Background: an optimization exercise with open tools, aiming at small area, a short achievable clock period and few clock cycles. Do not read the settings as production practice. The RTL was checked by simulation tests, not by an equivalence proof against the original design. Power is estimated from default activity; no workload was simulated.

**design/flow/design.v**
```verilog
module psiframe_pkt (
  input  wire        clk,
  input  wire        rst,             
  input  wire        cmd_valid,
  input  wire [63:0] cmd,
  output wire        cmd_ready,
  output wire        ev_valid,
  output wire [9:0]  ev,
  output wire [41:0] ev_pcr,
  input  wire        ev_ready,
  output wire        idle,
  output wire [63:0] st
);
  localparam [1:0] M_IDLE = 2'd0, M_PKT = 2'd2, M_FAULT = 2'd3;
  localparam [3:0] F_FIELD = 4'd2, F_SEQ = 4'd3, F_DUP = 4'd4, F_NOTFOUND = 4'd5,
                   F_OPCODE = 4'd6, F_FULL = 4'd7;
  localparam [3:0] C_NOP = 4'b0000, C_ABORT = 4'b0001, C_ADD = 4'b1000,
                   C_DROP = 4'b1001, C_LD = 4'b1010, C_OPEN = 4'b1011,
                   C_BYTE = 4'b1100, C_FILL = 4'b1101;
  localparam [2:0] G_IDLE = 3'd0, G_OPEN = 3'd1, G_FILL = 3'd2, G_BYTE = 3'd3,
                   G_PE = 3'd4, G_AB = 3'd5;
  reg [1:0]  mode;
  reg [3:0]  fault;
  reg        pcrv;
  reg [7:0]  pkleft;
  reg        pkpcrv;       
  reg        pkopen;       
  reg        wpend;        
  reg [3:0]  ccr;          
  reg [3:0]  pos;          
  reg        found;
  reg [2:0]  sc;           
  reg        rv[0:15];
  reg [12:0] rp[0:15];
  reg [3:0]  rc[0:15];
  reg        crdy;
  reg        cv;
  reg        cunk;         
  reg [3:0]  cop;
  reg        crsv;         
  reg        cfe;          
  reg [31:0] cf;           
  reg        J;            
  reg [2:0]  gk;
  reg [7:0]  gd;           
  reg        gpe;          
  reg        evv;
  reg [9:0]  evq;
  reg        evpep;        
  reg        idle_q;
  reg [32:0] dq;
  reg [6:0]  drem;
  reg [1:0]  p10;          
  reg [5:0]  dcnt;         
  reg        dinv;         
  assign cmd_ready = crdy;
  assign ev_valid  = evv;
  assign ev        = evq;
  assign ev_pcr    = {drem, dq, p10};
  assign idle      = idle_q;
  assign st = {32'hFFFFFFFF, 1'b0, pkleft, 15'd0, pcrv, 1'b0, fault, mode};
  wire [7:0] iop  = cmd[63:56];
  wire       iunk = (|iop[7:6]) | (|iop[4:3]) |
                    (iop[5] ? (iop[2] & iop[1]) : (|iop[2:1]));
  wire [3:0] icop = {iop[5], iop[2:0]};
  wire ia = |cmd[55:42], ib = |cmd[41:32], ic = |cmd[31:24], id = |cmd[23:17],
       ie = |cmd[16:13], ih = |cmd[12:8], ig = |cmd[7:0];
  reg irsv;
  always @(*) begin
    case (icop)
      C_ADD, C_DROP: irsv = ia | ib | ic | id | ie;
      C_LD:          irsv = ia;
      C_OPEN:        irsv = ia | ib | id;
      C_BYTE:        irsv = ia | ib | ic | id | ie | ih;
      default:       irsv = ia | ib | ic | id | ie | ih | ig;
    endcase
  end
  wire [7:0] inp  = cmd[31:24];
  wire ife = (icop == C_LD) ? (cmd[41:33] >= 9'd300) :
             ((inp > 8'd184) | (cmd[16] & (inp > 8'd176)) | (cmd[15] & (inp > 8'd182)) |
              (cmd[13] & (inp == 8'd0)));
  function holds(input [3:0] c);
    holds = c == C_ABORT || c == C_ADD || c == C_DROP || c == C_OPEN;
  endfunction
  wire is_abort = cop == C_ABORT;
  wire is_add   = cop == C_ADD;
  wire is_drop  = cop == C_DROP;
  wire is_ld    = cop == C_LD;
  wire is_open  = cop == C_OPEN;
  wire is_byte  = cop == C_BYTE;
  wire is_fill  = cop == C_FILL;
  wire [12:0] pid  = cf[12:0];
  wire        pusi = cf[13];
  wire        tp   = cf[14];
  wire        rai  = cf[15];
  wire        pcrf = cf[16];
  wire [7:0]  np   = cf[31:24];
  wire rsv = crsv;
  reg       m_any;
  reg [3:0] m_pos, m_cc;
  integer i;
  always @(*) begin
    m_any = 1'b0;
    m_pos = 4'd0;
    m_cc  = 4'd0;
    for (i = 0; i < 4; i = i + 1)
      if (rv[4*i] && rp[4*i] == pid) begin
        m_any = 1'b1;
        m_pos = m_pos | (4*i + 1);
        m_cc  = m_cc | rc[4*i];
      end
  end
  wire sfree     = !pkopen && !wpend;
  wire searching = (sc != 3'd0) && sfree;
  wire sdone     = sc == 3'd0;
  reg anyfree;
  always @(*) begin
    anyfree = 1'b0;
    for (i = 0; i < 16; i = i + 1)
      anyfree = anyfree | !rv[i];
  end
  wire np0      = np == 8'd0;
  wire midle    = mode == M_IDLE;
  wire fm       = mode == M_FAULT;
  reg [3:0] fcode;
  always @(*) begin
    fcode = 4'd0;
    if (cunk)                                  fcode = F_OPCODE;
    else if (rsv)                              fcode = F_FIELD;
    else case (cop)
      C_ADD:
        if (!midle)                            fcode = F_SEQ;
        else if (found)                        fcode = F_DUP;
        else if (!anyfree)                     fcode = F_FULL;
      C_DROP:
        if (!midle)                            fcode = F_SEQ;
        else if (!found)                       fcode = F_NOTFOUND;
      C_LD:
        if (!midle)                            fcode = F_SEQ;
        else if (cfe)                          fcode = F_FIELD;
      C_OPEN:
        if (!midle)                            fcode = F_SEQ;
        else if (cfe)                          fcode = F_FIELD;
        else if (!found)                       fcode = F_NOTFOUND;
        else if (pcrf && !pcrv)                fcode = F_SEQ;
      C_BYTE, C_FILL:
        if (mode != M_PKT)                     fcode = F_SEQ;
      default: ;
    endcase
  end
  wire abw   = !cunk & is_abort & !rsv;           
  wire ok    = !fm & (fcode == 4'd0);
  wire pos15 = pos == 4'd15;
  reg rdy;
  always @(*) begin
    rdy = 1'b1;
    if (fm)
      rdy = !abw | !pkopen | pos15;
    else if (!cunk && !rsv && midle && (is_add || is_drop || is_open) && !sdone)
      rdy = 1'b0;
    else if (ok && is_add)
      rdy = !rv[15];
    else if (ok && is_drop)
      rdy = pos15;
    else if (ok && is_abort)
      rdy = !pkopen | pos15;
  end
  wire go    = cv & J & rdy;
  wire xg    = go & ok;                            
  wire do_ab = go & (fm ? abw : (ok & is_abort));  
  wire last_byte = pkleft == 8'd1;
  wire x_open  = xg & is_open;
  wire x_byte  = xg & is_byte;
  wire x_fill  = xg & is_fill;
  wire x_add   = xg & is_add;
  wire x_drop  = xg & is_drop;
  wire x_ld    = xg & is_ld;
  wire x_close = x_fill | (x_byte & last_byte);  
  wire [7:0] dt   = {drem, dq[32]};
  wire       dqb  = dt >= 8'd75;
  wire [7:0] dts  = dt - 8'd75;
  wire [6:0] dr   = dqb ? dts[6:0] : dt[6:0];
  wire [7:0] ut   = {1'b0, drem} + (dq[0] ? 8'd75 : 8'd0);
  wire [32:0] base = dq[32:0];
  wire [8:0]  ext  = {drem, p10};
  wire [47:0] pcr_field = {base, 6'b111111, ext};
  wire        ddone = dcnt == 6'd0;
  wire        dfwd  = ddone & !dinv;                
  wire [3:0] ccf  = np0 ? ccr - 4'd1 : ccr;
  wire [7:0] aflen = 8'd183 - np;
  reg  [7:0] open_byte;
  reg        open_wait;
  always @(*) begin
    open_wait = 1'b0;
    case (gd[3:0])
      4'd0: open_byte = 8'h47;
      4'd1: open_byte = {1'b0, pusi, tp, pid[12:8]};
      4'd2: open_byte = pid[7:0];
      4'd3: open_byte = {2'b00, np != 8'd184, !np0, ccf};
      4'd4: open_byte = aflen;
      4'd5: open_byte = {1'b0, rai, 1'b0, pcrf, 4'b0000};
      4'd6: begin open_byte = pcrf ? pcr_field[47:40] : 8'hFF; open_wait = pcrf & !dfwd; end
      4'd7: open_byte = pcrf ? pcr_field[39:32] : 8'hFF;
      4'd8: open_byte = pcrf ? pcr_field[31:24] : 8'hFF;
      4'd9: open_byte = pcrf ? pcr_field[23:16] : 8'hFF;
      4'd10: open_byte = pcrf ? pcr_field[15:8] : 8'hFF;
      4'd11: open_byte = pcrf ? pcr_field[7:0] : 8'hFF;
      default: open_byte = 8'hFF;
    endcase
  end
  wire open_last = pkleft == 8'd0;
  reg [9:0] c_cur;
  reg       c_has;
  always @(*) begin
    c_has = gk != G_IDLE;
    case (gk)
      G_OPEN: begin c_cur = {2'b01, open_byte}; c_has = !open_wait; end
      G_FILL: c_cur = {2'b01, 8'hFF};
      G_BYTE: c_cur = {2'b01, gd};
      G_PE:   c_cur = {2'b10, 6'd0, pkpcrv, !pkpcrv};
      default: c_cur = {2'b10, 8'h03};
    endcase
  end
  reg [2:0] c_k;
  reg [7:0] c_d;
  reg       open_done;
  always @(*) begin
    c_k = G_IDLE;
    c_d = gd;
    open_done = 1'b0;
    case (gk)
      G_OPEN:
        if (open_last) begin
          c_k = np0 ? G_PE : G_IDLE;
          open_done = 1'b1;
        end else begin
          c_k = G_OPEN;
          if (gd[3:0] != 4'd12) c_d = gd + 8'd1;
        end
      G_FILL: c_k = last_byte ? G_PE : G_FILL;
      G_BYTE: c_k = gpe ? G_PE : G_IDLE;
      default: c_k = G_IDLE;
    endcase
  end
  reg [2:0] s_k, s_k1;
  reg [9:0] s_cur;
  always @(*) begin
    s_k   = G_IDLE;
    s_cur = {2'b10, 8'h03};
    if (fm || is_abort)
      s_k = (fm ? abw : (ok & !midle)) ? G_AB : G_IDLE;
    else if (ok) begin
      if (is_open) begin s_k = G_OPEN; s_cur = {2'b01, 8'h47}; end
      if (is_fill) begin s_k = G_FILL; s_cur = {2'b01, 8'hFF}; end
      if (is_byte) begin s_k = G_BYTE; s_cur = {2'b01, cf[7:0]}; end
    end
    s_k1 = G_IDLE;
    if (s_k == G_OPEN) s_k1 = G_OPEN;
    if (s_k == G_FILL || s_k == G_BYTE) s_k1 = last_byte ? G_PE : (s_k == G_FILL ? G_FILL : G_IDLE);
  end
  wire ofree = !evv | ev_ready;
  wire adv   = ofree & (go ? (s_k != G_IDLE) : c_has);  
  wire [2:0] n_k  = go ? (ofree ? s_k1 : s_k) : (adv ? c_k : gk);
  wire [7:0] n_d  = go ? ((ofree || s_k != G_BYTE) ? {7'd0, ofree} : cf[7:0])
                       : (adv ? c_d : gd);
  wire       n_pe = go ? last_byte : gpe;
  wire [9:0] cur  = go ? s_cur : c_cur;
  wire       c_adv = !go & ofree & c_has;         
  wire n_evv   = ofree ? (go ? (s_k != G_IDLE) : c_has) : evv;
  wire n_evpep = ofree ? (!go && c_has && gk == G_PE && pkpcrv) : evpep;
  wire n_J     = n_k == G_IDLE;
  wire n_cv    = crdy ? cmd_valid : (go ? x_open : (cv & !(c_adv & open_done)));
  wire n_hold  = crdy ? holds(icop) : holds(cop);
  wire [3:0] n_cop = crdy ? icop : cop;
  wire n_pkpcrv = x_open ? pcrf : pkpcrv;
  wire n_pep   = n_evpep |
                 (n_pkpcrv & ((n_k == G_FILL) | (n_k == G_PE) | ((n_k == G_BYTE) & n_pe) |
                              (n_cv & (mode == M_PKT) & (n_cop == C_FILL ||
                                       (n_cop == C_BYTE && pkleft <= 8'd2)))));
  wire n_crdy  = (!n_cv | (n_J & !n_hold)) & !n_pep;
  wire addw = x_add;                                
  wire dropw = x_drop;                              
  wire restore = do_ab & pkopen;
  wire ccw  = pos15 & (wpend | restore);
  wire [3:0] ccwv = restore ? ccr : ccr + 4'd1;
  integer j;
  always @(posedge clk) begin
    if (crdy) begin
      cunk <= iunk;
      cop  <= icop;
      crsv <= irsv;
      cfe  <= ife;
      cf   <= cmd[31:0];
    end
    for (j = 1; j < 16; j = j + 1) begin
      rv[j] <= rv[j-1] & !rst;
      rp[j] <= rp[j-1];
      rc[j] <= rc[j-1];
    end
    rv[0] <= !rst & ((rv[15] & !dropw) | addw);
    rp[0] <= addw ? pid : rp[15];
    rc[0] <= addw ? 4'd0 : (ccw ? ccwv : rc[15]);
    if (crdy)
      sc <= 3'd4;
    else if (searching)
      sc <= sc - 3'd1;
    if (searching && m_any) begin
      pos <= m_pos;
      ccr <= m_cc;
    end else
      pos <= pos + 4'd1;
    if (crdy)
      found <= 1'b0;
    else if (searching && m_any)
      found <= 1'b1;
    gk  <= n_k;
    gd  <= n_d;
    gpe <= n_pe;
    if (ofree) evq <= cur;
    if (crdy && cmd_valid && iop == 8'h22) begin
      dq   <= cmd[34:2];                            
      drem <= cmd[41:35];
      p10  <= cmd[1:0];
      dcnt <= 6'd33;
      dinv <= 1'b0;
    end else if (c_adv && gk == G_OPEN && gd[3:0] == 4'd11 && pcrf) begin
      dcnt <= 6'd33;                                
      dinv <= 1'b1;
    end else if (!ddone) begin
      if (dinv) begin
        dq   <= {ut[0], dq[32:1]};
        drem <= ut[7:1];
      end else begin
        dq   <= {dq[31:0], dqb};
        drem <= dr;
      end
      dcnt <= dcnt - 6'd1;
    end
    if (pos15)
      wpend <= 1'b0;                                
    if (do_ab) begin
      mode   <= M_IDLE;
      fault  <= 4'd0;
      pcrv   <= 1'b0;
      pkleft <= 8'd0;
      pkopen <= 1'b0;
      wpend  <= 1'b0;
    end else if (go && !fm && !ok) begin
      mode  <= M_FAULT;
      fault <= fcode;
    end
    if (x_ld)
      pcrv <= 1'b1;
    if (x_open) begin
      if (pcrf) pcrv <= 1'b0;
      pkpcrv <= pcrf;
      pkopen <= !np0;
      wpend  <= !np0;
      pkleft <= ofree ? 8'd186 - np : 8'd187 - np;
      if (!np0)
        mode <= M_PKT;
    end
    if (c_adv && gk == G_OPEN)
      pkleft <= open_last ? np : pkleft - 8'd1;
    if (x_byte | (x_fill & ofree) | (c_adv && gk == G_FILL))
      pkleft <= pkleft - 8'd1;
    if (x_close) begin
      mode   <= M_IDLE;
      pkopen <= 1'b0;
    end
    if (rst) begin
      mode   <= M_IDLE;
      fault  <= 4'd0;
      pcrv   <= 1'b0;
      pkleft <= 8'd0;
      pkopen <= 1'b0;
      wpend  <= 1'b0;
      crdy   <= 1'b1;
      cv     <= 1'b0;
      J      <= 1'b1;
      gk     <= G_IDLE;
      evv    <= 1'b0;
      evpep  <= 1'b0;
      idle_q <= 1'b1;
      dcnt   <= 6'd0;
      dinv   <= 1'b0;
      sc     <= 3'd0;
    end else begin
      crdy   <= n_crdy;
      cv     <= n_cv;
      J      <= n_J;
      evv    <= n_evv;
      evpep  <= n_evpep;
      idle_q <= !n_cv && n_k == G_IDLE && !n_evv;
    end
  end
endmodule
```
**design/flow/flow/run.sh**
```bash
#!/bin/bash
# Own layout flow: the standard synthesis unchanged (standard.sh synth),
# then the standard layout (standard.sh) with extra make settings:
#  - BUFFER_PORTS_ARGS: every input and output port still gets its buffer, but
#    a plain sky130_fd_sc_hd__buf_2 instead of the delay buffer picked by default;
#  - CTS_ARGS: ORFS's own clock-tree options with clkbuf_8 buffers, without the dummy loads that CTS
#    adds to even out its leaf buffers' loads.
# Each tool's full output stays in this folder: make's output in flow_*.log,
# and ORFS's per-step logs under orfs/logs/.
set -uo pipefail
MARGIN=$(cat flow/margin.txt 2>/dev/null || echo 6.5)
bash standard.sh synth > flow_synth.log 2>&1 || { tail -50 flow_synth.log; exit 1; }
bash standard.sh "SETUP_SLACK_MARGIN=$MARGIN" \
  "BUFFER_PORTS_ARGS=-buffer_cell sky130_fd_sc_hd__buf_2" \
  "CTS_ARGS=-sink_clustering_enable -repair_clock_nets -dont_use_dummy_load -buf_list sky130_fd_sc_hd__clkbuf_8" \
  finish > flow_layout.log 2>&1 || { tail -50 flow_layout.log; exit 1; }
tail -5 flow_layout.log
```
**design/flow/flow/margin.txt**
```
7.0
```
**design/flow/standard.sh**
```bash
#!/bin/bash
# synth_recipe.tcl (not shown) runs the flow's synth.tcl, then flattens the netlist and writes it again
# the make line also repeats each setting of config.mk as NAME=value (left out here)
make -C /OpenROAD-flow-scripts/flow DESIGN_CONFIG=/design/flow/config.mk WORK_HOME=/design/flow/orfs CLKGATE_MAP_FILE= SYNTH_SCRIPT=/design/flow/synth_recipe.tcl "${@:-finish}"
```
**design/flow/config.mk**
```make
export PLATFORM = sky130hd
export DESIGN_NAME = psiframe_pkt
export DESIGN_NICKNAME = psiframe_pkt
export VERILOG_FILES = /design/flow/design.v
export SDC_FILE = /design/flow/constraint.sdc
export NUM_CORES = 4
export LEC_CHECK = 0
export CAP_MARGIN = 20
export CORE_MARGIN = 2
export CORE_UTILIZATION = 55
export SLEW_MARGIN = 20
```
**design/flow/constraint.sdc**
```tcl
create_clock -name core_clock -period 10.0 [get_ports {clk}]
set_input_delay 2.0000 -clock core_clock [delete_from_list [all_inputs] [get_ports {clk}]]
set_output_delay 2.0000 -clock core_clock [all_outputs]
set_load 0.01 [all_outputs]
```
==> results of run 1 <==
[how the worst min path moves through the flow]
stage               depth (start not counted)               from                 to
floorplan                                   0   rc[9][0]$_DFF_P_  rc[10][0]$_DFF_P_
global placement                            0   rc[5][0]$_DFF_P_   rc[6][0]$_DFF_P_
detailed placement                          0  rc[10][0]$_DFF_P_  rc[11][0]$_DFF_P_
CTS                                         0  rp[11][0]$_DFF_P_  rp[12][0]$_DFF_P_
global route                                0   rp[7][0]$_DFF_P_   rp[8][0]$_DFF_P_
finish                                      0  rp[11][0]$_DFF_P_  rp[12][0]$_DFF_P_
[flip-flops by register name, summed over array words and instances (netlist names), 4 cells and up]
name    flops
dcnt        6
evq        10
dq         33
rp        208
rc         64
ccr         4
gd          8
pkleft      8
rv         16
pos         4
cop         4
cf         25
drem        7
[kinds of logic after synthesis]
group                    after synthesis  synth area share (%)
AO/OA/AOI/OAI                        280                  11.1
multiplexers                          60                  3.93
AND/OR/NAND/NOR                      411                  13.3
buffers and inverters                156                  4.99
flip-flops                           426                  59.4
XOR/XNOR                              91                  5.01
adder cells (fa/ha/maj)               28                  2.22
other                                  2                0.0472
[routing by layer]
metal | share of wire, % | track usage (%)
met1 | 43 | 38.6
met2 | 45 | 45.3
met3 | 7.3 | 4.55
met4 | 4.4 | 12.2
met5 | 0 | 0
[power by group through the flow]
stage               clock, mW  sequential [mW]  combinational (mW)
floorplan                   0             2.13               0.510
global route             1.28             2.09                1.48
detailed placement          0             2.20               0.745
finish                   1.18             2.08                1.40
CTS                      1.21             2.07                1.29
global placement            0             2.20               0.734
[worst max-delay path, delay by kind of cell]
family,cells,cell delay [ns]
buffers and inverters,3,0.34
multiplexers,1,0.13
AND/OR/NAND/NOR,2,0.42
AO/OA/AOI/OAI,4,0.74
[per-stage QoR]
stage	instance area [um2]	setup WS [ns]	power, mW
6_report	19800	6.77	4.65
5_1_grt	19800	6.76	4.85
4_1_cts	19300	6.80	4.57
3_5_place_dp	16800	5.41	2.94
3_3_place_gp	16800	5.51	2.93
2_1_floorplan	16300	6.29	2.64
[cells in the mapped netlist, drive strengths merged, types with 5 or more instances]
library cell | n | share of area, %
a211oi | 10 | 0.47
a21o | 8 | 0.38
a21oi | 77 | 2.5
a221oi | 8 | 0.48
a22oi | 17 | 0.80
a31oi | 11 | 0.43
and2 | 6 | 0.24
and3 | 11 | 0.43
buf | 70 | 3.0
clkbuf | 53 | 1.3
dfxtp | 334 | 42
edfxtp | 92 | 17
ha | 25 | 2.0
inv | 32 | 0.76
mux2 | 20 | 1.4
mux2i | 40 | 2.5
nand2 | 106 | 2.5
nand2b | 17 | 0.68
nand3 | 26 | 0.82
nand4 | 20 | 0.79
nor2 | 96 | 2.3
nor2b | 26 | 1.0
nor3 | 31 | 1.0
nor4 | 31 | 1.4
o211ai | 5 | 0.24
o21ai | 89 | 2.8
o221ai | 6 | 0.33
o31ai | 5 | 0.24
or2 | 5 | 0.20
or3 | 9 | 0.35
or4 | 10 | 0.50
xnor2 | 59 | 3.2
xor2 | 32 | 1.8
[cell type report]
cell class	instances	area [um2]	area share, %
Tap cell	384	480	2.43
Timing Repair Buffer	291	2360	11.9
Timing Repair inverter	1	6.26	0.0316
Multi-Input combinational cell	920	6370	32.2
Inverter	33	144	0.727
Clock buffer	68	936	4.73
Sequential cell	426	9510	48.0
[timing repair]
item / CTS / global route
gates cloned: 9 / 5
setup buffers: 101 / 24
pin swaps: 25 / 18
resized for setup: 122 / 49
endpoints found under the hold margin: 0 / 0
endpoints found under the setup margin: 220 / 196
==> results.tsv, run 1 <==
stage	metric	value	unit
worst_setup_path	register-to-register setup slack	6.85	ns
global_routing	vias in the first global route	11600	
detailed_routing	vias per cell	5.71	
worst_setup_path	WP data required	10.41	ns
worst_setup_path	crit-path most repeated cell	buf_6	
pwr	pwr/cell area	235	nW/um2
global_routing	first-pass GRT wire length	66400	um
worst_setup_path	worst-path cell chain	buf_6 -> nor2b_4 -> inv_8 -> o311ai_4 -> buf_6 -> a221oi_4 -> a21oi_4 -> mux2i_1 -> and3_1 -> a2111oi_2	
yosys	Post-Syn Area	15900	um2
timing	Setup TNS	0	ns
finish	FILL cells	2194	
worst_setup_path	Crit-path slowest cell	a2111oi_2	
timing	crit path time final	3.23	ns
pwr	sequential power share	44.7	%
worst_setup_path	peak fanout along the critical path	4	
floorplanning	die width	174	um
worst_setup_path	worst setup path class	in2reg	
detailed_routing	wire per inst	20.9	um
placement	I/O Buffers	136	
finish	growth of design area from synthesis to finish	24.5	%
yosys	Async S/R FF share, synth	0	%
yosys	ys flop type	dfxtp_1	
timing	final hold violation count	0	
finish	final net count	1835	
clocking	root buf cell	clkbuf_8	
finish	Core Util, Final	69.2	%
finish	most common cell after layout, fill and taps aside	dfxtp_1	
timing	RSZ-0062 raised after global routing	yes	
timing	setup violators final	0	
pwr	Gate power share	30.0	%
placement	post-placement cell count	1916	
finish	Ant. Diodes	0	
placement	DP HPWL	27700	um
detailed_routing	Via Count	12100	
timing	worst clock skew	0.0789	ns
detailed_routing	Final ANT Viol Nets	0	
pwr	VDD IR max	0.000158	V
clocking	CTS tree	yes	
clocking	deepest clock path buffer count	3	
clocking	H-tree levels	3	
floorplanning	Core Region	28600	um2
pwr	switching fraction of total power	30.0	%
floorplanning	num ports	187	
timing	max frequency	0.309	GHz
global_routing	initial antenna violation count	0	
floorplanning	die height	174	um
finish	final non-filler cell total	2123	
timing	Max transition margin	47.9	%
worst_setup_path	Critical Path Start	ev_ready	
timing	Slew Viols, Final	0	
clocking	Clock Latency Late Sink	0.59	ns
yosys	YS warnings	4	
floorplanning	Initial Utilization	55.6	%
worst_setup_path	CP max stage delay	0.32	ns
clocking	clock-pin slew on the worst setup and hold paths	0.06	ns
pwr	Internal Power	3.25	mW
timing	worst slew pin tran	0.775	ns
job	max cap viols	0	
clocking	Hold Buf Count CTS	0	
detailed_routing	total wire length	44300	um
clocking	total clock buffers created by CTS	68	
floorplanning	standard-cell rows	62	
yosys	Post-synth EDFFs	92	
worst_setup_path	crit start category	input port	
worst_setup_path	CP Data Arrival Time	3.64	ns
global_routing	total track usage	28.4	%
yosys	post-synthesis cell count	1454	
yosys	register area share after synthesis	59.4	%
floorplanning	DIE AREA	30300	um2
finish	layout cells sized above 1	27.6	%
yosys	#FFs+latches synth	426	
global_routing	largest net degree at the start of global routing	71	
clocking	clk sinks	426	
pwr	Clk pwr share	25.3	%
pwr	Net Sw Power	1.40	mW
yosys	syn avg cell area	10.9	um2
outcome	status	timing/DRC/antenna clean	
finish	most frequent cells in the layout	dfxtp_1, buf_4, buf_2	
detailed_routing	Iter 0 DRT Violations	1027	
worst_setup_path	Register-to-Register Path Depth	11	
detailed_routing	DR pass1 iterations	5	
pwr	leakage power	7.83	nW
timing	fin crit share	32.3	%
worst_setup_path	Reg2Reg Capture Point	crdy$_SDFF_PP1_	
hold_path	worst min-delay path category	reg2reg	
placement	GP Congestion	0.898	
worst_setup_path	Setup crit end kind	flop	
yosys	count of different cell masters after synthesis	82	
detailed_routing	Residual DRC	0	
timing	hold_ws	0.259	ns
global_routing	grt ovf	0	
worst_setup_path	CP endpoint	crdy$_SDFF_PP1_	
worst_setup_path	reg-to-reg startpoint	cf[27]$_DFFE_PP_	
Testbench counts, summed over its fixed seeds: cycles 233,424.
==> run 2, diff against run 1 <==
==> design/flow/flow/margin.txt (replaced) <==
6.75
==> run 2 against run 1 <==
  * Non-clock buffer count fell by 88
  * Critical path depth up 2
  * Utilization down 5.0 points
  * Via count decreased by 5.7%
  * Sequential power about the same
  * Sequential cell count unchanged
  * Power shrank 11%
  * Sequential share of layout area increased by 3.5 points
  * Routed wire length is 9.4% lower
  * Worst setup slack worse by 0.15 ns
  * Critical path type unchanged
  * Largest cell class unchanged
==> results.tsv, run 2 <==
stage	metric	value	unit	change
detailed_routing	vias per cell	5.62		-1.5%
yosys	largest cells by area after synthesis	dfxtp_1, edfxtp_1, xnor2_1, o21ai_0, mux2i_1		
finish	Ant. Diodes	0		unchanged
timing	crit path time final	3.38	ns	+0.149 ns
floorplanning	num ports	187		unchanged
pwr	VDD IR max	0.000152	V	-3.9%
floorplanning	standard-cell rows	62		unchanged
global_routing	first-pass GRT wire length	62100	um	-6.5%
finish	most frequent cells in the layout	dfxtp_1, buf_2, nand2_1		
detailed_routing	Final ANT Viol Nets	0		unchanged
clocking	clk sinks	426		unchanged
finish	growth of design area from synthesis to finish	15.4	%	
hold_path	worst min-delay path category	reg2reg		
hold_path	Hold Crit Depth	0		unchanged
timing	Slew Viols, Final	0		unchanged
global_routing	total track usage	26.5	%	-1.9 points
detailed_routing	DR pass1 iterations	7		+2
yosys	Synth Area in Adders	2.22	%	unchanged
worst_setup_path	peak fanout along the critical path	8		+4
detailed_routing	Via Count	11400		-5.7%
yosys	mux share of post-synthesis cell area	3.93	%	unchanged
timing	setup violators final	0		unchanged
detailed_routing	Iter 0 DRT Violations	855		-17%
yosys	synth cell count leaders	dfxtp_1, nand2_1, nor2_1		
yosys	cell taking the most area after synthesis	dfxtp_1		
timing	fin crit share	33.8	%	+1.5 points
placement	Cell Area, Placed	16800	um2	-0.45%
timing	Setup WS post-layout	6.62	ns	-0.149 ns
placement	post-place setup slack	4.96	ns	-0.453 ns
yosys	post-synthesis cell count	1454		unchanged
clocking	CTS tree	yes		
global_routing	vias in the first global route	11000		-5.3%
worst_setup_path	WP data required	10.42	ns	about the same
yosys	#FFs+latches synth	426		unchanged
placement	I/O Buffers	136		unchanged
yosys	syn avg cell area	10.9	um2	unchanged
yosys	Post-synth EDFFs	92		unchanged
global_routing	GR Util met1	36.2	%	-2.4 points
clocking	root buf cell	clkbuf_8		
yosys	area share of the leading cell type in the synthesized netlist	42.0	%	unchanged
worst_setup_path	worst setup path class	in2reg		
finish	Biggest register	rp		
clocking	clock-pin slew on the worst setup and hold paths	0.06	ns	about the same
floorplanning	die height	174	um	unchanged
global_routing	largest net degree at the start of global routing	75		+5.6%
detailed_routing	Residual DRC	0		unchanged
yosys	YS warnings	4		unchanged
yosys	count leader, synth	dfxtp_1		
global_routing	grt ovf	0		unchanged
timing	final hold violation count	0		unchanged
global_routing	busiest layer in global routing	met2		
worst_setup_path	crit start category	input port		
pwr	pwr/cell area	226	nW/um2	-3.7%
yosys	main combinational cell family by area after synthesis	simple AND/OR/NAND/NOR gates		
worst_setup_path	Register-to-Register Path Depth	11		unchanged
clocking	deepest clock path buffer count	3		unchanged
finish	final net count	1745		-4.9%
timing	max frequency	0.296	GHz	-4.4%
placement	GP Congestion	0.906		+0.84%
yosys	Synth Area in XOR/XNOR	5.01	%	unchanged
clocking	total clock buffers created by CTS	66		-2.9%
worst_setup_path	CP Data Arrival Time	3.80	ns	+0.16 ns
detailed_routing	wire per inst	19.8	um	-5.4%
timing	worst slew pin tran	0.974	ns	+0.199 ns
yosys	Async S/R FF share, synth	0	%	unchanged
finish	Regs by FF count	rp (208), rc (64), dq (33)		
yosys	register area share after synthesis	59.4	%	unchanged
job	max cap viols	0		unchanged
placement	DP HPWL	27300	um	-1.7%
timing	RSZ-0062 raised after global routing	yes		
worst_setup_path	Setup crit end kind	flop		
timing	Setup TNS	0	ns	unchanged
global_routing	met2 Track Usage GR	41.9	%	-3.4 points
yosys	ys flop type	dfxtp_1		
worst_setup_path	CP max stage delay	0.54	ns	+0.22 ns
worst_setup_path	reg-to-reg startpoint	cf[26]$_DFFE_PP_		
yosys	Synth Area in Compound Gates	11.1	%	unchanged
finish	max reg flops	208		unchanged
timing	Max transition margin	34.5	%	-13 points
finish	most common cell after layout, fill and taps aside	dfxtp_1		
worst_setup_path	worst-path cell chain	buf_6 -> nor2b_4 -> inv_8 -> o311ai_4 -> buf_4 -> or4_4 -> o2bb2ai_4 -> nor4_4 -> buf_6 -> buf_4 -> a21oi_2 -> a21oi_2		
finish	layout cells sized above 1	21.2	%	-6.4 points
yosys	count of different cell masters after synthesis	82		unchanged
finish	Finished Cell Area	18400	um2	-7.3%
floorplanning	DIE AREA	30300	um2	unchanged
pwr	leakage power	7.19	nW	-8.2%
detailed_routing	total wire length	40200	um	-9.4%
outcome	status	timing/DRC/antenna clean		
floorplanning	die width	174	um	unchanged
yosys	post-synthesis simple-gate area fraction	13.3	%	unchanged
timing	hold_ws	0.273	ns	+0.0143 ns
yosys	Post-Syn Area	15900	um2	unchanged
worst_setup_path	Crit-path slowest cell	or4_4		
hold_path	worst hold start	rp[7][0]$_DFF_P_		
timing	worst clock skew	0.106	ns	+0.0276 ns
floorplanning	Initial Utilization	55.6	%	unchanged
clocking	H-tree levels	3		unchanged
global_routing	M3 GR Usage	5.12	%	+0.57 points
hold_path	hold path endpoint	rp[8][0]$_DFF_P_		
worst_setup_path	Reg2Reg Capture Point	crdy$_SDFF_PP1_		
global_routing	initial antenna violation count	0		unchanged
worst_setup_path	register-to-register setup slack	6.76	ns	-0.09 ns
floorplanning	Core Region	28600	um2	unchanged
pwr	overall power	4.15	mW	-11%
clocking	Clock Latency Late Sink	0.60	ns	about the same
## run 2: what timing repair did
| action | CTS | global route |
|---|---|---|
| hold buffers | 0 | 0 |
| setup endpoints to repair | 154 | 94 |
| pin swaps | 7 | 13 |
| gates resized for setup | 31 | 33 |
| buffers inserted | 31 | 20 |
| gates cloned | 1 | 1 |
## run 2: critical path, delay by kind of cell
family | cells | cell delay, ns
and+or+nand+nor | 3 | 0.66
AOI/OAI and AO/OA | 4 | 0.52
buffers and inverters | 5 | 0.60
## run 2: logic make-up (layout without fill, tap and decap cells)
| kind of cell | after synthesis | in the layout |
|---|---|---|
| XOR/XNOR | 91 | 91 |
| adder cells (fa/ha/maj) | 28 | 28 |
| other | 2 | 50 |
| buffers and inverters | 156 | 303 |
| AO/OA/AOI/OAI | 280 | 280 |
| flip-flops | 426 | 426 |
| multiplexers | 60 | 60 |
| AND/OR/NAND/NOR | 411 | 411 |
## run 2: area by class of cell
class                           count  area (um2)
Sequential cell                   426        9460
Clock buffer                       66         908
Inverter                           33         139
Timing Repair Buffer              203        1250
Timing Repair inverter              1        6.26
Multi-Input combinational cell    920        6120
Fill cell                        2391       10300
Tap cell                          384         480
## run 2: report_power, final
group | internal (mW) | total, mW | switching [mW] | leakage (nW)
registers | 1.95 | 2.11 | 0.157 | 3.64
clock network | 0.583 | 1.16 | 0.572 | 0.475
logic | 0.378 | 0.886 | 0.508 | 3.08
total | 2.92 | 4.15 | 1.24 | 7.19
## run 2: stage by stage
stage	cells	util, %
after floorplan	1502	-
after global placement	1914	58.6
after detailed placement	1914	58.6
after CTS	2012	63.0
after global routing	2033	64.2
final	2033	64.2
## run 2: worst max-delay path by stage
stage / start / end / slack [ns]
global route: ev_ready / pkleft[3]$_SDFFE_PP0P_ / 6.57
detailed placement: cmd[59] / dq[16]$_DFFE_PP_ / 4.96
floorplan: ev_ready / dq[0]$_DFFE_PP_ / 6.29
global placement: cmd[59] / dq[15]$_DFFE_PP_ / 5.10
CTS: ev_ready / pkleft[3]$_SDFFE_PP0P_ / 6.75
finish: ev_ready / pkleft[0]$_SDFFE_PP0P_ / 6.62
## run 2: layer usage
layer  vias up  wire length [um]  share of wire (%)
li1       5396                 -                  -
met1      5492             18200                 45
met4         0              1480                3.7
met5         -                 0                  0
met2       443             18000                 45
met3        94              2510                6.3
==> run 3, diff against run 2 <==
--- a/design/flow/config.mk
+++ b/design/flow/config.mk
@@ -7,5 +7,5 @@
 export LEC_CHECK = 0
 export CAP_MARGIN = 20
 export CORE_MARGIN = 2
-export CORE_UTILIZATION = 55
+export CORE_UTILIZATION = 65
 export SLEW_MARGIN = 20
==> run 3 against run 2 <==
  * Area after synthesis is the same
  * Critical endpoint is now crdy$_SDFF_PP1_
  * Still clean
  * Critical path type is now reg2reg
  * Synthesized cell count is the same
  * Worst hold slack gained 0.010 ns
  * Largest power group unchanged
  * Sequential cell count is the same
  * Combinational power shrank 5.6%
==> results.tsv, run 3 <==
stage	metric	value	unit	change
outcome	status	timing/DRC/antenna clean		
detailed_routing	vias per cell	5.91		+5.1%
clocking	Hold Buf Count CTS	0		unchanged
detailed_routing	Residual DRC	0		unchanged
floorplanning	DIE AREA	25700	um2	-15%
timing	setup violators final	0		unchanged
floorplanning	Initial Utilization	65.8	%	+10 points
finish	Biggest register	rp		
detailed_routing	wire per inst	20.2	um	+2.4%
global_routing	initial antenna violation count	0		unchanged
detailed_routing	Final ANT Viol Nets	0		unchanged
yosys	#FFs+latches synth	426		unchanged
detailed_routing	total wire length	39700	um	-1.1%
timing	worst clock skew	0.0668	ns	-0.0397 ns
yosys	post-synthesis cell count	1454		unchanged
yosys	Post-synth EDFFs	92		unchanged
global_routing	vias in the first global route	11300		+2.2%
yosys	YS warnings	4		unchanged
clocking	clock-pin slew on the worst setup and hold paths	0.06	ns	about the same
timing	max frequency	0.309	GHz	+4.3%
pwr	leakage power	7.14	nW	-0.69%
finish	Regs by FF count	rp (208), rc (64), dq (33)		
floorplanning	die width	160	um	-7.8%
worst_setup_path	crit start category	flop		
detailed_routing	Iter 0 DRT Violations	1128		+32%
finish	Ant. Diodes	0		unchanged
clocking	total clock buffers created by CTS	67		+1.5%
worst_setup_path	CP Data Arrival Time	3.66	ns	-0.14 ns
timing	fin crit share	32.4	%	-1.4 points
floorplanning	Core Region	24200	um2	-16%
timing	worst slew pin tran	0.973	ns	-0.000984 ns
job	max cap viols	0		unchanged
finish	growth of design area from synthesis to finish	14.6	%	
timing	Setup TNS	0	ns	unchanged
placement	post-place setup slack	5.11	ns	+0.156 ns
clocking	root buf cell	clkbuf_8		
finish	most common cell after layout, fill and taps aside	dfxtp_1		
global_routing	grt ovf	0		unchanged
finish	max reg flops	208		unchanged
yosys	largest cells by area after synthesis	dfxtp_1, edfxtp_1, xnor2_1, o21ai_0, mux2i_1		
placement	GP Congestion	0.935		+3.2%
detailed_routing	Via Count	11600		+1.5%
clocking	Clock Latency Late Sink	0.58	ns	-0.02 ns
global_routing	largest net degree at the start of global routing	75		unchanged
timing	hold_ws	0.284	ns	+0.0104 ns
pwr	pwr/cell area	226	nW/um2	+0.17%
yosys	synth cell count leaders	dfxtp_1, nand2_1, nor2_1		
yosys	count of different cell masters after synthesis	82		unchanged
finish	layout cells sized above 1	20.7	%	-0.54 points
yosys	Async S/R FF share, synth	0	%	unchanged
global_routing	first-pass GRT wire length	61500	um	-1.0%
timing	RSZ-0062 raised after global routing	yes		
global_routing	total track usage	30.6	%	+4.1 points
yosys	Post-Syn Area	15900	um2	unchanged
worst_setup_path	worst setup path class	reg2reg		
worst_setup_path	WP data required	10.42	ns	about the same
finish	Multi-input gate area	6140	um2	+0.27%
finish	FILL cells	1688		-29%
placement	DP HPWL	26500	um	-2.7%
finish	final net count	1735		-0.57%
finish	register area	9460	um2	about the same
yosys	area share of the leading cell type in the synthesized netlist	42.0	%	unchanged
worst_setup_path	peak fanout along the critical path	7		-1
yosys	syn avg cell area	10.9	um2	unchanged
timing	Setup WS post-layout	6.76	ns	+0.139 ns
yosys	count leader, synth	dfxtp_1		
worst_setup_path	Setup crit end kind	flop		
yosys	cell taking the most area after synthesis	dfxtp_1		
yosys	register area share after synthesis	59.4	%	unchanged
worst_setup_path	register-to-register setup slack	6.76	ns	about the same
timing	Slew Viols, Final	0		unchanged
clocking	clk sinks	426		unchanged
floorplanning	die height	160	um	-7.8%
clocking	CTS tree	yes		
floorplanning	standard-cell rows	57		-8.1%
clocking	H-tree levels	3		unchanged
finish	most frequent cells in the layout	dfxtp_1, buf_2, nand2_1		
timing	final hold violation count	0		unchanged
hold_path	worst min-delay path category	reg2reg		
pwr	VDD IR max	0.000193	V	+27%
placement	I/O Buffers	136		unchanged
yosys	ys flop type	dfxtp_1		
timing	crit path time final	3.24	ns	-0.139 ns
timing	Max transition margin	34.6	%	+0.066 points
clocking	deepest clock path buffer count	3		unchanged
floorplanning	num ports	187		unchanged
detailed_routing	DR pass1 iterations	6		-1
## run 3: cell counts after synthesis
Identical to the previous run, type by type.
## run 3: path summary, 6_finish.rpt
| path | from | endpoint | cells after the start |
|---|---|---|---|
| worst max-delay path | pkleft[2]$_SDFFE_PP0P_ | crdy$_SDFF_PP1_ | 9 |
| worst min-delay path | rc[1][2]$_DFF_P_ | rc[2][2]$_DFF_P_ | 0 |
| worst max register to register | pkleft[2]$_SDFFE_PP0P_ | crdy$_SDFF_PP1_ | 9 |
| worst min register to register | rc[1][2]$_DFF_P_ | rc[2][2]$_DFF_P_ | 0 |
## run 3: power by group
| group | internal, mW | switching [mW] |
|---|---|---|
| combinational | 0.348 | 0.488 |
| sequential | 1.95 | 0.168 |
| clock | 0.592 | 0.577 |
| total | 2.89 | 1.23 |
## run 3: cell type report
class / instances / area share (%)
clock buffer: 67 / 5.06
timing repair buffer: 191 / 6.32
multi-input combinational: 921 / 33.7
inverter: 33 / 0.762
tap: 324 / 2.22
timing repair inverter: 1 / 0.0343
sequential: 426 / 51.9
## run 3: per-stage QoR
stage / util, % / cell area (um2) / power (mW) / instances
CTS: 74.4 / 18000 / 4.12 / 1952
detailed placement: 69.0 / 16700 / 2.91 / 1852
finish: 75.4 / 18200 / 4.13 / 1963
floorplan: - / 16200 / 2.62 / 1502
global route: 75.4 / 18200 / 4.30 / 1963
global placement: 69.0 / 16700 / 2.88 / 1852
## run 3: cells by family (layout without fill, tap and decap cells)
logic type / count (synthesis) / count (layout) / synth area share (%)
flops: 426 / 426 / 59.4
fa+ha+maj: 28 / 28 / 2.22
compound gates: 280 / 280 / 11.1
other cells: 2 / 50 / 0.0472
mux: 60 / 60 / 3.93
xor+xnor: 91 / 91 / 5.01
buf+inv: 156 / 292 / 4.99
simple gates: 411 / 412 / 13.3
## run 3: routing by layer
| metal | routed length (um) | part of all wire (%) | GRT usage, % | vias to the layer above |
|---|---|---|---|---|
| met5 | 0 | 0 | 0 | - |
| met4 | 1400 | 3.5 | 12.8 | 0 |
| met3 | 3000 | 7.6 | 5.24 | 95 |
| met2 | 18600 | 47 | 49.4 | 564 |
| met1 | 16800 | 42 | 41.2 | 5562 |
| li1 | - | - | - | 5376 |
## run 3: critical path, cell delays in order, from the launching register on
cell and delay, ns:
dfxtp_1 0.37, or3_1 0.43, nand4bb_1 0.50, or4_4 0.59, a311oi_4 0.36, a221oi_4 0.07, a21oi_4 0.22, mux2i_1 0.11
and3_4 0.19, a2111oi_4 0.30
## run 3: repair_timing
action	4_1_cts	5_1_grt
gates resized for setup	30	30
pin swaps	7	7
setup buffers	30	11
endpoints found under the setup margin	156	85
cloned	3	0
==> run 4, diff against run 3 <==
==> design/flow/flow/margin.txt (replaced) <==
7.0
--- a/design/flow/config.mk
+++ b/design/flow/config.mk
@@ -9,3 +9,4 @@
 export CORE_MARGIN = 2
 export CORE_UTILIZATION = 65
 export SLEW_MARGIN = 20
+export TNS_END_PERCENT = 0
==> run 4 against run 3 <==
  * Cell count shrank 0.31%
  * Power decreased by 2.5%
  * Combinational power down 2%
  * First-iteration DRC count grew 13%
  * Synthesized cell count did not move
  * Fmax decreased by 1.6%
  * Sequential cell count did not move
  * Sequential share of layout area is 0.52 points higher
  * Largest power group unchanged
  * Design area is 0.99% lower
  * Die area stayed put
  * Worst setup slack lost 0.054 ns
  * Still clean
  * Utilization is 0.75 points lower
==> results.tsv, run 4 <==
stage	metric	value	unit	change
floorplanning	DIE AREA	25700	um2	unchanged
detailed_routing	vias per cell	5.81		-1.6%
timing	final hold violation count	0		unchanged
finish	Core Util, Final	74.6	%	-0.75 points
timing	worst clock skew	0.0922	ns	+0.0254 ns
pwr	leakage power	7.09	nW	-0.78%
worst_setup_path	crit-path most repeated cell	buf_6		
worst_setup_path	Critical Path Start	ev_ready		
clocking	clk sinks	426		unchanged
clocking	CTS tree	yes		
detailed_routing	Residual DRC	0		unchanged
clocking	clock-pin slew on the worst setup and hold paths	0.06	ns	about the same
timing	worst slew pin tran	1.06	ns	+0.0835 ns
yosys	Post-Syn Area	15900	um2	unchanged
detailed_routing	DR pass1 iterations	7		+1
floorplanning	num ports	187		unchanged
worst_setup_path	crit start category	input port		
finish	final net count	1729		-0.35%
global_routing	GR Util met1	41.0	%	-0.26 points
clocking	root buf cell	clkbuf_8		
timing	Max transition margin	28.9	%	-5.6 points
detailed_routing	Final ANT Viol Nets	0		unchanged
timing	crit path time final	3.29	ns	+0.0540 ns
yosys	#FFs+latches synth	426		unchanged
placement	DP HPWL	26100	um	-1.5%
detailed_routing	total wire length	38500	um	-3.0%
worst_setup_path	critical path depth	10		+1
placement	GP Congestion	0.921		-1.5%
worst_setup_path	WP data required	10.38	ns	-0.04 ns
job	max cap viols	0		unchanged
finish	Multi-input gate area	6010	um2	-2.0%
finish	growth of design area from synthesis to finish	13.4	%	
finish	FILL cells	1669		-1.1%
yosys	largest cells by area after synthesis	dfxtp_1, edfxtp_1, xnor2_1, o21ai_0, mux2i_1		
floorplanning	standard-cell rows	57		unchanged
yosys	count leader, synth	dfxtp_1		
placement	Cell Area, Placed	16600	um2	-0.28%
global_routing	met2 Track Usage GR	47.7	%	-1.6 points
hold_path	worst min-delay path category	reg2reg		
global_routing	largest net degree at the start of global routing	75		unchanged
worst_setup_path	Buf+Inv Stages, Crit Path	3		+3
worst_setup_path	crit-path leading delay family	simple AND/OR/NAND/NOR gates		
global_routing	total track usage	29.7	%	-0.89 points
placement	I/O Buffers	136		unchanged
clocking	Hold Buf Count CTS	0		unchanged
timing	setup violators final	0		unchanged
timing	Setup TNS	0	ns	unchanged
global_routing	grt ovf	0		unchanged
finish	most common cell after layout, fill and taps aside	dfxtp_1		
global_routing	busiest layer in global routing	met2		
worst_setup_path	worst-path cell chain	buf_6 -> nor2b_4 -> inv_8 -> o311ai_4 -> or4_4 -> o2bb2ai_4 -> nor4_4 -> buf_6 -> a221oi_1 -> nor2_1		
worst_setup_path	Register-to-Register Path Depth	12		+3
worst_setup_path	Setup crit end kind	flop		
yosys	ys flop type	dfxtp_1		
finish	max reg flops	208		unchanged
worst_setup_path	Reg2Reg Capture Point	evq[3]$_DFFE_PN_		
global_routing	vias in the first global route	10900		-3.3%
worst_setup_path	peak fanout along the critical path	7		unchanged
finish	Regs by FF count	rp (208), rc (64), dq (33)		
floorplanning	die width	160	um	unchanged
finish	Finished Cell Area	18000	um2	-0.99%
yosys	area share of the leading cell type in the synthesized netlist	42.0	%	unchanged
worst_setup_path	register-to-register setup slack	6.79	ns	+0.03 ns
pwr	pwr/cell area	223	nW/um2	-1.6%
finish	Biggest register	rp		
finish	Ant. Diodes	0		unchanged
worst_setup_path	CP Data Arrival Time	3.68	ns	+0.02 ns
finish	layout cells sized above 1	19.4	%	-1.3 points
finish	register area	9460	um2	unchanged
global_routing	initial antenna violation count	0		unchanged
detailed_routing	Via Count	11400		-1.9%
clocking	Clock Latency Late Sink	0.62	ns	+0.04 ns
pwr	overall power	4.02	mW	-2.5%
worst_setup_path	Crit-path slowest cell	or4_4		
finish	most frequent cells in the layout	dfxtp_1, buf_2, nand2_1		
yosys	YS warnings	4		unchanged
timing	max frequency	0.304	GHz	-1.6%
yosys	synth cell count leaders	dfxtp_1, nand2_1, nor2_1		
yosys	cell taking the most area after synthesis	dfxtp_1		
floorplanning	Initial Utilization	65.8	%	unchanged
yosys	Async S/R FF share, synth	0	%	unchanged
timing	Slew Viols, Final	0		unchanged
yosys	syn avg cell area	10.9	um2	unchanged
yosys	register area share after synthesis	59.4	%	unchanged
global_routing	first-pass GRT wire length	60100	um	-2.2%
worst_setup_path	CP endpoint	pkleft[1]$_SDFFE_PP0P_		
detailed_routing	wire per inst	19.7	um	-2.7%
pwr	VDD IR max	0.000176	V	-8.8%
floorplanning	die height	160	um	unchanged
yosys	count of different cell masters after synthesis	82		unchanged
clocking	H-tree levels	2		-1
floorplanning	Core Region	24200	um2	unchanged
detailed_routing	Iter 0 DRT Violations	1279		+13%
worst_setup_path	worst setup path class	in2reg		
clocking	total clock buffers created by CTS	61		-9.0%
worst_setup_path	reg-to-reg startpoint	cf[27]$_DFFE_PP_		
outcome	status	timing/DRC/antenna clean		
clocking	deepest clock path buffer count	3		unchanged
timing	RSZ-0062 raised after global routing	yes		
worst_setup_path	CP max stage delay	0.59	ns	about the same
yosys	Post-synth EDFFs	92		unchanged
global_routing	M3 GR Usage	4.86	%	-0.39 points
yosys	post-synthesis cell count	1454		unchanged
timing	fin crit share	32.9	%	+0.54 points
run 4: cell counts after synthesis:
Identical to the previous run, type by type.
run 4: cell families after synthesis:
family                     count (synthesis)  synth area share, %
DFF                                      426                 59.4
and+or+nand+nor                          411                 13.3
AOI/OAI and AO/OA                        280                 11.1
buffers and inverters                    156                 4.99
xor gates and xnor gates                  91                 5.01
muxes                                     60                 3.93
adders and majority gates                 28                 2.22
other                                      2               0.0472
run 4: timing repair:
| item | in CTS | in global routing |
|---|---|---|
| setup buffers | 22 | 19 |
| setup endpoints to repair | 220 | 210 |
| pin swaps | 3 | 9 |
| gates cloned | 2 | 0 |
| resized for setup | 32 | 16 |
run 4: per-stage QoR:
stage	hold WS [ns]	worst slack, ns	instances
after floorplan	0.310	6.29	1502
after global placement	0.310	5.22	1853
after detailed placement	0.312	5.09	1853
after CTS	0.268	6.73	1938
after global routing	0.265	6.68	1957
final	0.268	6.71	1957
run 4: power breakdown:
part | leakage [nW] | switching, mW | total (mW) | internal (mW)
logic | 3.01 | 0.480 | 0.822 | 0.342
registers | 3.64 | 0.156 | 2.11 | 1.95
clock network | 0.439 | 0.555 | 1.09 | 0.535
total | 7.09 | 1.19 | 4.02 | 2.83
run 4: worst min path at each step:
stage                 startpoint                end  cells after the start
6_report       rp[11][7]$_DFF_P_  rp[12][7]$_DFF_P_                      0
5_1_grt        rp[11][7]$_DFF_P_  rp[12][7]$_DFF_P_                      0
4_1_cts        rp[11][7]$_DFF_P_  rp[12][7]$_DFF_P_                      0
3_5_place_dp    rp[9][0]$_DFF_P_  rp[10][0]$_DFF_P_                      0
3_3_place_gp   rp[3][12]$_DFF_P_  rp[4][12]$_DFF_P_                      0
2_1_floorplan   rc[9][0]$_DFF_P_  rc[10][0]$_DFF_P_                      0
run 4: final cells by class:
class | instances | area share (%)
tap | 324 | 2.25
multi-input combinational | 920 | 33.3
timing repair inverter | 1 | 0.0347
clock buffer | 61 | 4.65
sequential | 426 | 52.4
timing repair buffer | 192 | 6.48
inverter | 33 | 0.818
run 4: per-layer routing:
| metal | vias up | share of wire (%) |
|---|---|---|
| met3 | 80 | 7.6 |
| li1 | 5370 | - |
| met5 | - | 0 |
| met2 | 561 | 46 |
| met4 | 0 | 3.2 |
| met1 | 5367 | 43 |
==> run 5, diff against run 4 <==
==> design/flow/flow/margin.txt (replaced) <==
6.85
==> run 5 against run 4 <==
  * Combinational power hardly changed
  * Design area grew 0.21%
  * Count of clock-buffer cells in the layout stayed put
  * Largest cell class unchanged
  * Largest power group unchanged
  * Highest routed layer unchanged
==> results.tsv, run 5 <==
stage	metric	value	unit	change
floorplanning	Initial Utilization	65.8	%	unchanged
worst_setup_path	CP max stage delay	0.59	ns	about the same
finish	Regs by FF count	rp (208), rc (64), dq (33)		
floorplanning	DIE AREA	25700	um2	unchanged
timing	Setup TNS	0	ns	unchanged
yosys	ys flop type	dfxtp_1		
worst_setup_path	worst-path cell chain	buf_6 -> nor2b_4 -> inv_8 -> o311ai_4 -> or4_4 -> o2bb2ai_4 -> nor4_4 -> buf_6 -> a221oi_1 -> nor2_1		
timing	fin crit share	33.0	%	+0.068 points
timing	crit path time final	3.30	ns	+0.00681 ns
worst_setup_path	Register-to-Register Path Depth	9		-3
floorplanning	Core Region	24200	um2	unchanged
placement	GP Congestion	0.921		unchanged
yosys	Post-synth EDFFs	92		unchanged
job	max cap viols	0		unchanged
worst_setup_path	peak fanout along the critical path	7		unchanged
finish	most common cell after layout, fill and taps aside	dfxtp_1		
worst_setup_path	Crit-path slowest cell	or4_4		
floorplanning	standard-cell rows	57		unchanged
finish	FILL cells	1664		-0.30%
hold_path	worst min-delay path category	reg2reg		
timing	Slew Viols, Final	0		unchanged
detailed_routing	vias per cell	5.84		+0.45%
finish	final net count	1731		+0.12%
timing	RSZ-0062 raised after global routing	yes		
finish	most frequent cells in the layout	dfxtp_1, buf_2, nand2_1		
finish	Multi-input gate area	6040	um2	+0.40%
timing	Max transition margin	27.8	%	-1.1 points
yosys	syn avg cell area	10.9	um2	unchanged
timing	Setup WS post-layout	6.70	ns	-0.00681 ns
timing	max frequency	0.303	GHz	-0.21%
yosys	count leader, synth	dfxtp_1		
clocking	clk sinks	426		unchanged
clocking	Clock Latency Late Sink	0.62	ns	about the same
worst_setup_path	critical path depth	10		unchanged
detailed_routing	DR pass1 iterations	8		+1
finish	growth of design area from synthesis to finish	13.7	%	
clocking	total clock buffers created by CTS	61		unchanged
pwr	overall power	4.03	mW	about the same
yosys	register area share after synthesis	59.4	%	unchanged
floorplanning	num ports	187		unchanged
global_routing	largest net degree at the start of global routing	75		unchanged
worst_setup_path	reg-to-reg startpoint	cop[2]$_DFF_P_		
clocking	H-tree levels	2		unchanged
worst_setup_path	crit start category	input port		
global_routing	total track usage	29.7	%	about the same
finish	Ant. Diodes	0		unchanged
worst_setup_path	crit-path leading delay family	simple AND/OR/NAND/NOR gates		
yosys	synth cell count leaders	dfxtp_1, nand2_1, nor2_1		
yosys	largest cells by area after synthesis	dfxtp_1, edfxtp_1, xnor2_1, o21ai_0, mux2i_1		
pwr	VDD IR max	0.000176	V	+0.13%
finish	Core Util, Final	74.8	%	+0.16 points
timing	hold_ws	0.267	ns	-0.000797 ns
detailed_routing	Iter 0 DRT Violations	1163		-9.1%
pwr	leakage power	7.10	nW	+0.18%
yosys	post-synthesis cell count	1454		unchanged
worst_setup_path	Buf+Inv Stages, Crit Path	3		unchanged
clocking	clock-pin slew on the worst setup and hold paths	0.06	ns	about the same
floorplanning	die height	160	um	unchanged
worst_setup_path	WP data required	10.38	ns	about the same
global_routing	initial antenna violation count	0		unchanged
timing	worst clock skew	0.0914	ns	-0.000852 ns
finish	layout cells sized above 1	19.5	%	+0.099 points
floorplanning	die width	160	um	unchanged
yosys	#FFs+latches synth	426		unchanged
yosys	Async S/R FF share, synth	0	%	unchanged
detailed_routing	Via Count	11400		+0.55%
yosys	count of different cell masters after synthesis	82		unchanged
worst_setup_path	crit-path most repeated cell	buf_6		
yosys	Post-Syn Area	15900	um2	unchanged
worst_setup_path	Setup crit end kind	flop		
timing	worst slew pin tran	1.07	ns	+0.0170 ns
finish	register area	9460	um2	about the same
yosys	YS warnings	4		unchanged
worst_setup_path	CP Data Arrival Time	3.68	ns	about the same
timing	final hold violation count	0		unchanged
clocking	root buf cell	clkbuf_8		
placement	DP HPWL	26100	um	unchanged
clocking	CTS tree	yes		
worst_setup_path	register-to-register setup slack	6.79	ns	about the same
yosys	area share of the leading cell type in the synthesized netlist	42.0	%	unchanged
worst_setup_path	Critical Path Start	ev_ready		
clocking	deepest clock path buffer count	3		unchanged
worst_setup_path	worst setup path class	in2reg		
global_routing	vias in the first global route	10900		+0.037%
worst_setup_path	Reg2Reg Capture Point	evq[3]$_DFFE_PN_		
detailed_routing	Residual DRC	0		unchanged
clocking	Hold Buf Count CTS	0		unchanged
worst_setup_path	CP endpoint	pkleft[1]$_SDFFE_PP0P_		
finish	max reg flops	208		unchanged
placement	post-place setup slack	5.09	ns	unchanged
finish	Biggest register	rp		
yosys	cell taking the most area after synthesis	dfxtp_1		
pwr	pwr/cell area	223	nW/um2	-0.14%
detailed_routing	Final ANT Viol Nets	0		unchanged
detailed_routing	total wire length	38500	um	about the same
outcome	status	timing/DRC/antenna clean		
detailed_routing	wire per inst	19.7	um	-0.10%
placement	I/O Buffers	136		unchanged
timing	setup violators final	0		unchanged
global_routing	first-pass GRT wire length	60100	um	about the same
global_routing	grt ovf	0		unchanged
run 5: worst min path at each step:
stage                           start  cells past startpoint  slack [ns]           endpoint
floorplan            rc[9][0]$_DFF_P_                      0        0.31  rc[10][0]$_DFF_P_
global placement    rp[3][12]$_DFF_P_                      0        0.31  rp[4][12]$_DFF_P_
detailed placement   rp[9][0]$_DFF_P_                      0        0.31  rp[10][0]$_DFF_P_
CTS                 rp[11][7]$_DFF_P_                      0        0.27  rp[12][7]$_DFF_P_
global route        rp[11][7]$_DFF_P_                      0        0.26  rp[12][7]$_DFF_P_
finish              rp[11][7]$_DFF_P_                      0        0.27  rp[12][7]$_DFF_P_
run 5: logic make-up (layout without fill, tap and decap cells):
family,Yosys count,count (layout),synth area share [%]
buf+inv,156,289,4.99
xor+xnor,91,91,5.01
compound gates,280,280,11.1
fa+ha+maj,28,28,2.22
flops,426,426,59.4
other cells,2,50,0.0472
mux,60,60,3.93
simple gates,411,411,13.3
run 5: layout make-up:
| type | count | area share [%] |
|---|---|---|
| sequential | 426 | 52.3 |
| multi-input combinational | 920 | 33.4 |
| timing repair buffer | 194 | 6.56 |
| clock buffer | 61 | 4.64 |
| tap | 324 | 2.24 |
| inverter | 33 | 0.817 |
| timing repair inverter | 1 | 0.0346 |
run 5: per-stage QoR:
stage	cell area, um2	instances
after floorplan	16100	1502
after global placement	16600	1853
after detailed placement	16600	1853
after CTS	17800	1938
after global routing	18100	1959
final	18100	1959
run 5: layer usage:
| metal | GRT usage (%) | part of all wire, % | wire length (um) |
|---|---|---|---|
| met5 | 0 | 0 | 0 |
| met3 | 4.86 | 7.5 | 2880 |
| met2 | 47.7 | 46 | 17800 |
| met4 | 10.9 | 3.1 | 1200 |
| met1 | 40.9 | 43 | 16700 |
run 5: power by group:
group | switching [mW] | total, mW | internal, mW | leakage, nW
combinational | 0.480 | 0.823 | 0.343 | 3.02
sequential | 0.157 | 2.11 | 1.95 | 3.64
clock | 0.556 | 1.09 | 0.535 | 0.439
run 5: what timing repair did:
action	4_1_cts	5_1_grt
buffers inserted	22	21
endpoints found under the setup margin	191	173
cloned	2	0
pin swaps	3	9
gates resized for setup	29	22
==> run 6, diff against run 5 <==
--- a/design/flow/flow/run.sh
+++ b/design/flow/flow/run.sh
@@ -3,6 +3,8 @@
 # then the standard layout (standard.sh) with extra make settings:
 #  - BUFFER_PORTS_ARGS: every input and output port still gets its buffer, but
 #    a plain sky130_fd_sc_hd__buf_2 instead of the delay buffer picked by default;
+#  - SKIP_REPAIR_TIE_FANOUT: the constant outputs share their tie cells
+#    instead of getting one tie cell each;
 #  - CTS_ARGS: ORFS's own clock-tree options with clkbuf_8 buffers, without the dummy loads that CTS
 #    adds to even out its leaf buffers' loads.
 # Each tool's full output stays in this folder: make's output in flow_*.log,
@@ -12,6 +14,7 @@
 bash standard.sh synth > flow_synth.log 2>&1 || { tail -50 flow_synth.log; exit 1; }
 bash standard.sh "SETUP_SLACK_MARGIN=$MARGIN" \
   "BUFFER_PORTS_ARGS=-buffer_cell sky130_fd_sc_hd__buf_2" \
+  SKIP_REPAIR_TIE_FANOUT=1 \
   "CTS_ARGS=-sink_clustering_enable -repair_clock_nets -dont_use_dummy_load -buf_list sky130_fd_sc_hd__clkbuf_8" \
   finish > flow_layout.log 2>&1 || { tail -50 flow_layout.log; exit 1; }
 tail -5 flow_layout.log
==> design/flow/flow/margin.txt (replaced) <==
6.75
--- a/design/flow/config.mk
+++ b/design/flow/config.mk
@@ -9,4 +9,3 @@
 export CORE_MARGIN = 2
 export CORE_UTILIZATION = 65
 export SLEW_MARGIN = 20
-export TNS_END_PERCENT = 0
==> run 6 against run 5 <==
  * Still clean on timing, DRC and antenna
  * Combinational power increased by 6.9%
  * Die area unchanged
  * Clock power about the same
  * Power increased by 1.0%
  * Utilization decreased by 0.49 points
  * Design area decreased by 0.65%
  * Via count decreased by 0.56%
  * Count of clock-buffer cells in the layout decreased by 1
  * Critical path type unchanged
==> results.tsv, run 6 <==
stage	metric	value	unit	change
outcome	status	timing/DRC/antenna clean		
yosys	Post-Syn Area	15900	um2	unchanged
timing	Max transition margin	25.7	%	-2.1 points
yosys	register area share after synthesis	59.4	%	unchanged
placement	post-place setup slack	5.08	ns	-0.00654 ns
detailed_routing	Iter 0 DRT Violations	1127		-3.1%
detailed_routing	DR pass1 iterations	6		-2
yosys	area share of the leading cell type in the synthesized netlist	42.0	%	unchanged
yosys	largest cells by area after synthesis	dfxtp_1, edfxtp_1, xnor2_1, o21ai_0, mux2i_1		
clocking	root buf cell	clkbuf_8		
global_routing	largest net degree at the start of global routing	75		unchanged
finish	Regs by FF count	rp (208), rc (64), dq (33)		
timing	setup violators final	0		unchanged
finish	register area	9470	um2	about the same
yosys	post-synthesis cell count	1454		unchanged
finish	final non-filler cell total	1917		-2.1%
pwr	VDD IR max	0.000210	V	+19%
clocking	H-tree levels	2		unchanged
floorplanning	die height	160	um	unchanged
detailed_routing	Via Count	11400		-0.56%
hold_path	worst min-delay path category	reg2reg		
yosys	Async S/R FF share, synth	0	%	unchanged
worst_setup_path	WP data required	10.45	ns	+0.07 ns
timing	worst clock skew	0.0744	ns	-0.0170 ns
yosys	synth cell count leaders	dfxtp_1, nand2_1, nor2_1		
finish	most frequent cells in the layout	dfxtp_1, buf_2, nand2_1		
clocking	CTS tree	yes		
detailed_routing	wire per inst	20.4	um	+3.6%
floorplanning	standard-cell rows	57		unchanged
floorplanning	num ports	187		unchanged
finish	Biggest register	rp		
clocking	deepest clock path buffer count	3		unchanged
worst_setup_path	crit start category	input port		
placement	GP Congestion	0.908		-1.3%
yosys	#FFs+latches synth	426		unchanged
timing	worst slew pin tran	1.11	ns	+0.0318 ns
yosys	count leader, synth	dfxtp_1		
clocking	Clock Latency Late Sink	0.62	ns	about the same
timing	Setup TNS	0	ns	unchanged
timing	Setup WS post-layout	6.69	ns	-0.00537 ns
worst_setup_path	crit-path leading delay family	compound AO/OA/AOI/OAI gates		
finish	most common cell after layout, fill and taps aside	dfxtp_1		
detailed_routing	Residual DRC	0		unchanged
yosys	ys flop type	dfxtp_1		
timing	final hold violation count	0		unchanged
timing	max frequency	0.302	GHz	-0.16%
placement	DP HPWL	26200	um	+0.45%
worst_setup_path	Crit-path slowest cell	nor4b_4		
worst_setup_path	Setup crit end kind	flop		
global_routing	first-pass GRT wire length	60400	um	+0.48%
timing	crit path time final	3.31	ns	+0.00537 ns
finish	layout cells sized above 1	21.0	%	+1.5 points
finish	final net count	1689		-2.4%
finish	Multi-input gate area	5870	um2	-2.8%
pwr	leakage power	6.99	nW	-1.5%
worst_setup_path	Buf+Inv Stages, Crit Path	2		-1
clocking	clk sinks	426		unchanged
detailed_routing	vias per cell	5.93		+1.6%
finish	FILL cells	1658		-0.36%
global_routing	initial antenna violation count	1		+1
worst_setup_path	worst-path cell chain	buf_2 -> nor2b_4 -> clkinv_8 -> o311ai_4 -> a311oi_2 -> a221oi_2 -> a21oi_4 -> nor4b_4 -> nand2_1 -> a2111oi_2		
finish	Ant. Diodes	0		unchanged
yosys	syn avg cell area	10.9	um2	unchanged
timing	RSZ-0062 raised after global routing	yes		
timing	Slew Viols, Final	0		unchanged
clocking	total clock buffers created by CTS	60		-1.6%
floorplanning	Initial Utilization	65.8	%	unchanged
floorplanning	die width	160	um	unchanged
placement	I/O Buffers	136		unchanged
global_routing	grt ovf	0		unchanged
clocking	clock-pin slew on the worst setup and hold paths	0.06	ns	about the same
finish	growth of design area from synthesis to finish	12.9	%	
detailed_routing	total wire length	39100	um	+1.4%
placement	post-placement cell count	1805		-2.6%
worst_setup_path	worst setup path class	in2reg		
worst_setup_path	peak fanout along the critical path	4		-3
floorplanning	DIE AREA	25700	um2	unchanged
finish	max reg flops	208		unchanged
yosys	cell taking the most area after synthesis	dfxtp_1		
global_routing	total track usage	30.0	%	+0.29 points
pwr	pwr/cell area	226	nW/um2	+1.7%
worst_setup_path	CP Data Arrival Time	3.75	ns	+0.07 ns
global_routing	vias in the first global route	11000		+1.1%
worst_setup_path	CP max stage delay	0.34	ns	-0.25 ns
detailed_routing	Final ANT Viol Nets	0		unchanged
job	max cap viols	0		unchanged
timing	hold_ws	0.259	ns	-0.00822 ns
floorplanning	Core Region	24200	um2	unchanged
yosys	count of different cell masters after synthesis	82		unchanged
timing	fin crit share	33.1	%	+0.054 points
yosys	Post-synth EDFFs	92		unchanged
yosys	YS warnings	4		unchanged
==> run 6: cell counts after synthesis <==
Identical to the previous run, type by type.
==> run 6: final timing paths <==
kind,startpoint,to,slack [ns],cells past startpoint
max,ev_ready,crdy$_SDFF_PP1_,6.69,10
max reg2reg,cop[0]$_DFF_P_,crdy$_SDFF_PP1_,6.81,11
min reg2reg,rp[2][6]$_DFF_P_,rp[3][6]$_DFF_P_,0.26,0
min,rp[2][6]$_DFF_P_,rp[3][6]$_DFF_P_,0.26,0
==> run 6: kinds of logic (layout without fill, tap and decap cells) <==
logic type / Yosys count / in the layout / share of synthesized area [%]
simple gates: 411 / 411 / 13.3
flops: 426 / 426 / 59.4
xor+xnor: 91 / 91 / 5.01
buf+inv: 156 / 295 / 4.99
compound gates: 280 / 280 / 11.1
other cells: 2 / 2 / 0.0472
fa+ha+maj: 28 / 28 / 2.22
mux: 60 / 60 / 3.93
==> run 6: report_power, final <==
part / total [mW] / internal [mW] / switching (mW)
Combinational: 0.880 / 0.375 / 0.505
Clock: 1.08 / 0.527 / 0.548
Sequential: 2.11 / 1.95 / 0.158
Total: 4.07 / 2.86 / 1.21
==> run 6: worst reg2reg max path, stage by stage, from the launching register on <==
cell and delay (ns):
dfxtp_1 0.34, buf_4 0.22, a21boi_0 0.17, or4_1 0.42, o32ai_1 0.24, nand4_1 0.25, buf_4 0.24, a221oi_2 0.33
a21oi_4 0.09, nor4b_4 0.34, nand2_1 0.11, a2111oi_2 0.34
==> run 6: area by class of cell <==
type / instances / area share (%)
tap: 324 / 2.26
timing repair inverter: 1 / 0.0488
inverter: 33 / 0.801
sequential: 426 / 52.7
timing repair buffer: 201 / 6.94
multi-input combinational: 872 / 32.7
clock buffer: 60 / 4.60
==> run 6: metrics by stage <==
stage	util (%)	area (um2)	power, mW
final	74.3	18000	4.07
after floorplan	-	16000	2.62
after detailed placement	68.3	16500	2.91
after global routing	74.3	18000	4.25
after CTS	73.2	17700	4.04
after global placement	68.3	16500	2.88
==> run 6: metal layers <==
layer  share of wire (%)  vias to the layer above  track usage [%]  wire [um]
li1                    -                     5349                -          -
met1                  43                     5448             40.7      16700
met2                  46                      481             48.1      17900
met3                 7.3                       97             5.53       2860
met4                 4.1                        2             11.6       1590
met5               0.018                        -                0          7
==> run 6: timing repair <==
action / 4_1_cts / 5_1_grt
gates cloned: 2 / 1
pin swaps: 3 / 8
resized for setup: 28 / 22
endpoints found under the setup margin: 163 / 99
buffers inserted: 23 / 26
hold buffers: 0 / 0

Check on run 6: ideal ports give 6.693 ns setup slack; a clkbuf_16 on the clock port and buf_2 on the inputs give 6.720 ns; moving port delays by the midpoint clock arrival (0.622 ns) as well gives 6.098 ns.
